What follows belongs to an exercise in optimizing a design on an open flow for small area, a short achievable clock period and few clock cycles per item; a production flow would make more cautious choices. Power and IR drop assume default switching activity.

==> flow/design.v <==
module ptouch_rle (
    input  wire       clk,
    input  wire       rst,         
    input  wire       in_valid,
    output reg        in_ready,
    input  wire [7:0] in_data,
    input  wire       in_last,
    output reg        out_valid,
    input  wire       out_ready,
    output reg  [7:0] out_data,
    output reg        out_last
);
    localparam QA = 5;          
    localparam QW = 3;          
    localparam W0 = 4;          
    wire in_fire = in_valid && in_ready;
    reg [1023:0] ring;
    always @(posedge clk)
        ring <= {ring[1015:0], in_ready ? in_data : ring[1023:1016]};
    reg  [6:0] ph;           
    reg  [8:0] dst;          
    reg        fire_d;
    reg       n_v, n_l, n_e, c_v, c_l;
    reg       run;
    reg [7:0] cnt;
    reg [9:0]    q [0:QA-1];
    reg [9:0]    hq;
    reg [QW-1:0] q_wp, q_rp;
    reg [QW:0]   q_cnt;
    wire       cls   = c_v && (c_l || n_v) && (q_cnt != QA + 1);
    wire       shift = cls || !c_v;
    wire       eqx   = !c_l && n_e;          
    wire [7:0] cnx   = cnt + (run ? 8'hff : 8'h01);   
    reg       push;
    reg [9:0] push_d;
    always @(*) begin
        push   = 1'b0;
        push_d = {run, cnx, c_l};
        if (cls) begin
            if (run)
                push = c_l || !eqx || cnt == 8'd3;           
            else if (eqx) begin
                push   = (cnt != 8'hff);                     
                push_d = {1'b0, cnt, 1'b0};
            end else
                push = c_l || cnt == 8'd125;                 
        end
    end
    reg       busy, b_run, b_last;
    reg [7:0] rm;            
    reg [6:0] sel;           
    reg       s_v, s_l;
    reg [7:0] s_d;
    wire       q_ne = (q_cnt != 0);
    wire       a_ne = (q_cnt > 1);
    wire       pop  = !s_v && !busy && q_ne;
    wire       dok  = !s_v && busy && sel[6:5] == 2'b00;
    wire [255:0] win  = ring[8*W0 +: 256];
    wire [7:0]   rdat = win[{sel[4:0], 3'b000} +: 8];
    wire       p_v = pop || dok;
    wire [7:0] p_d = pop ? hq[8:1] : rdat;
    wire       p_l = dok && b_last && (b_run || rm[6:0] == 7'd0);
    reg        dok_d, run_d;
    wire [8:0] radj = !dok_d ? 9'd0 : run_d ? {1'b1, rm} : 9'h1ff;
    wire [6:0] sel1 = sel + 7'd1;
    wire [6:0] sel2 = sel + 7'd1 + hq[7:1];
    wire open_run_only = run && !busy && !q_ne;
    wire resync = !c_v && !n_v && !busy && !q_ne && (run || cnt == 8'hff);
    wire q_ok   = (q_cnt < QA) || (q_cnt == QA && (!push || pop))
                               || (pop && !push);
    wire lt128  = !dst[8] && !dst[7];
    wire lt127  = lt128 && dst[6:0] != 7'h7f;
    wire lt126  = lt128 && dst[6:1] != 6'h3f;
    wire rdy0   = (resync || ph == 7'd127) && (open_run_only || (fire_d ? lt127 : lt128)) && q_ok;
    wire rdy1   = (open_run_only || (fire_d ? lt126 : lt127)) && q_ok;
    always @(posedge clk) begin
        if (rst) begin
            ph <= 7'd0;
            dst <= 9'd0;
            fire_d <= 1'b0;
            in_ready <= 1'b0;
            n_v <= 1'b0; c_v <= 1'b0; n_l <= 1'b0; c_l <= 1'b0;
            run <= 1'b0; cnt <= 8'hff;
            q_wp <= 0; q_rp <= 0; q_cnt <= 0;
            busy <= 1'b0; b_run <= 1'b0; b_last <= 1'b0; rm <= 8'd0;
            sel <= 7'd127 - W0; s_v <= 1'b0;
            dok_d <= 1'b0; run_d <= 1'b0;
            out_valid <= 1'b0; out_data <= 8'd0; out_last <= 1'b0;
        end else begin
            if (in_fire)     ph <= ph;
            else if (resync) ph <= 7'd0;
            else             ph <= ph + 7'd1;
            dst      <= dst + radj + {8'd0, fire_d};
            fire_d   <= in_fire;
            in_ready <= in_fire ? rdy1 : rdy0;
            if (shift) begin
                c_v <= n_v; c_l <= n_l;
                n_v <= in_fire;
            end else if (in_fire) begin
                n_v <= 1'b1;
            end
            if (in_ready) begin
                n_l <= in_last;
                n_e <= (in_data == ring[7:0]);
            end
            if (cls) begin
                if (run) begin
                    if (push) begin run <= 1'b0; cnt <= 8'hff; end
                    else cnt <= cnx;
                end else if (eqx) begin
                    run <= 1'b1;
                    cnt <= 8'd0;
                end else begin
                    cnt <= push ? 8'hff : cnx;
                end
            end
            if (pop && a_ne) begin
                hq   <= q[q_rp];
                q_rp <= (q_rp == QA - 1) ? {QW{1'b0}} : q_rp + 1'b1;
            end else if (pop || !q_ne) begin
                hq   <= push_d;
            end
            if (q_cnt != QA + 1)
                q[q_wp] <= push_d;
            if (push && q_ne && (a_ne || !pop))
                q_wp <= (q_wp == QA - 1) ? {QW{1'b0}} : q_wp + 1'b1;
            q_cnt <= q_cnt + {{QW{1'b0}}, push} - {{QW{1'b0}}, pop};
            if (resync && !in_fire)  sel <= 7'd127 - W0;
            else if (dok)            sel <= sel;
            else if (pop && hq[9])   sel <= sel2;
            else                     sel <= sel1;
            dok_d <= dok;
            run_d <= b_run;
            if (pop) begin
                busy   <= 1'b1;
                b_run  <= hq[9];
                b_last <= hq[0];
                rm     <= hq[8:1];
            end else if (dok) begin
                if (b_run || rm[6:0] == 7'd0) busy <= 1'b0;
                rm <= rm - 8'd1;
            end
            if (!out_valid || out_ready) begin
                if (s_v) begin
                    out_valid <= 1'b1; out_data <= s_d; out_last <= s_l;
                    s_v <= 1'b0;
                end else begin
                    out_valid <= p_v; out_data <= p_d; out_last <= p_l;
                end
            end else if (p_v) begin
                s_v <= 1'b1; s_d <= p_d; s_l <= p_l;
            end
        end
    end
endmodule
export LEC_CHECK = 0
export ABC_CLOCK_PERIOD_IN_PS = 2500
export CAP_MARGIN = 20
export CORE_MARGIN = 2
export CORE_UTILIZATION = 65
export CTS_CLUSTER_DIAMETER = 100
export CTS_CLUSTER_SIZE = 30
export SLEW_MARGIN = 20
create_clock -name core_clock -period 8.0 [get_ports {clk}]
standard.sh (not shown) runs the stock make flow with config.mk's settings and CLKGATE_MAP_FILE= SYNTH_SCRIPT=/design/flow/synth_recipe.tcl, a recipe that flattens the netlist after the stock synthesis.
==> flow/flow/run.sh <==
#!/bin/bash
# Layout: the standard ORFS flow (standard.sh, synthesis included,
# unchanged) with two settings added on make's command line:
#  - buffer_ports inserts buf_2 cells as the port buffers (every input and
#    output port still gets its buffer);
set -euo pipefail
MARGIN=${MARGIN:-5.4}
bash standard.sh "BUFFER_PORTS_ARGS=-buffer_cell sky130_fd_sc_hd__buf_2" \
    "SETUP_SLACK_MARGIN=${MARGIN}" finish > make.log 2>&1
==> next run, changes <==
--- a/flow/design.v
+++ b/flow/design.v
@@ -113,18 +113,22 @@
                 end else begin
                     cnt <= push ? 8'hff : cnx;
                 end
             end
-            if (pop && a_ne) begin
-                hq   <= q[q_rp];
-                q_rp <= (q_rp == QA - 1) ? {QW{1'b0}} : q_rp + 1'b1;
-            end else if (pop || !q_ne) begin
-                hq   <= push_d;
+            if (pop) begin
+                if (a_ne) begin
+                    hq   <= q[q_rp];
+                    q_rp <= (q_rp == QA - 1) ? {QW{1'b0}} : q_rp + 1'b1;
+                end else if (push) begin
+                    hq   <= push_d;
+                end
+            end else if (push && !q_ne) begin
+                hq <= push_d;
             end
-            if (q_cnt != QA + 1)
+            if (push && q_ne && (a_ne || !pop)) begin
                 q[q_wp] <= push_d;
-            if (push && q_ne && (a_ne || !pop))
-                q_wp <= (q_wp == QA - 1) ? {QW{1'b0}} : q_wp + 1'b1;
+                q_wp    <= (q_wp == QA - 1) ? {QW{1'b0}} : q_wp + 1'b1;
+            end
             q_cnt <= q_cnt + {{QW{1'b0}}, push} - {{QW{1'b0}}, pop};
             if (resync && !in_fire)  sel <= 7'd127 - W0;
             else if (dok)            sel <= sel;
             else if (pop && hq[9])   sel <= sel2;
Outcome: The new run produced a clean layout. Design area stays flat. Sequential power shrinks by about 0.9%. Fmax shrinks by 4.1%. Synthesized area barely changes. Die area barely changes. Total power stays flat.
No run of this note included a check of the RTL's function; only the layout flow was run.

## re-timing with driven ports
In the flow no input, the clock included, has a driving cell. The finished layouts below were timed again as built, in two steps.
Step 1 assumes that a clkbuf_16 drives the clock port and a buf_2 every other input.
Step 2 adds t to the input delays and takes it off the output delays; t is the mean of the earliest and latest rising clock arrival at the registers after step 1. Input paths then give back, and output paths get back, about the clock's delay inside the block.
Three values: no drivers, after step 1, after step 2; two values: the first two.
run	t, ns	setup WS [ns]	worst setup path after step 2	clock arrival spread, ns	pins driven straight from the clock port
the first run	0.663	5.270 / 5.215 / 4.831	input to register	0.027 / 0.027	1
the second run	0.661	5.152 / 5.152 / 4.684	input to register	0.038 / 0.038	1
After both steps setup and hold are still met in every run listed. The setup slack of the second run, which loses most, moves by 0.000 ns with the drivers and by -0.468 ns with both steps.
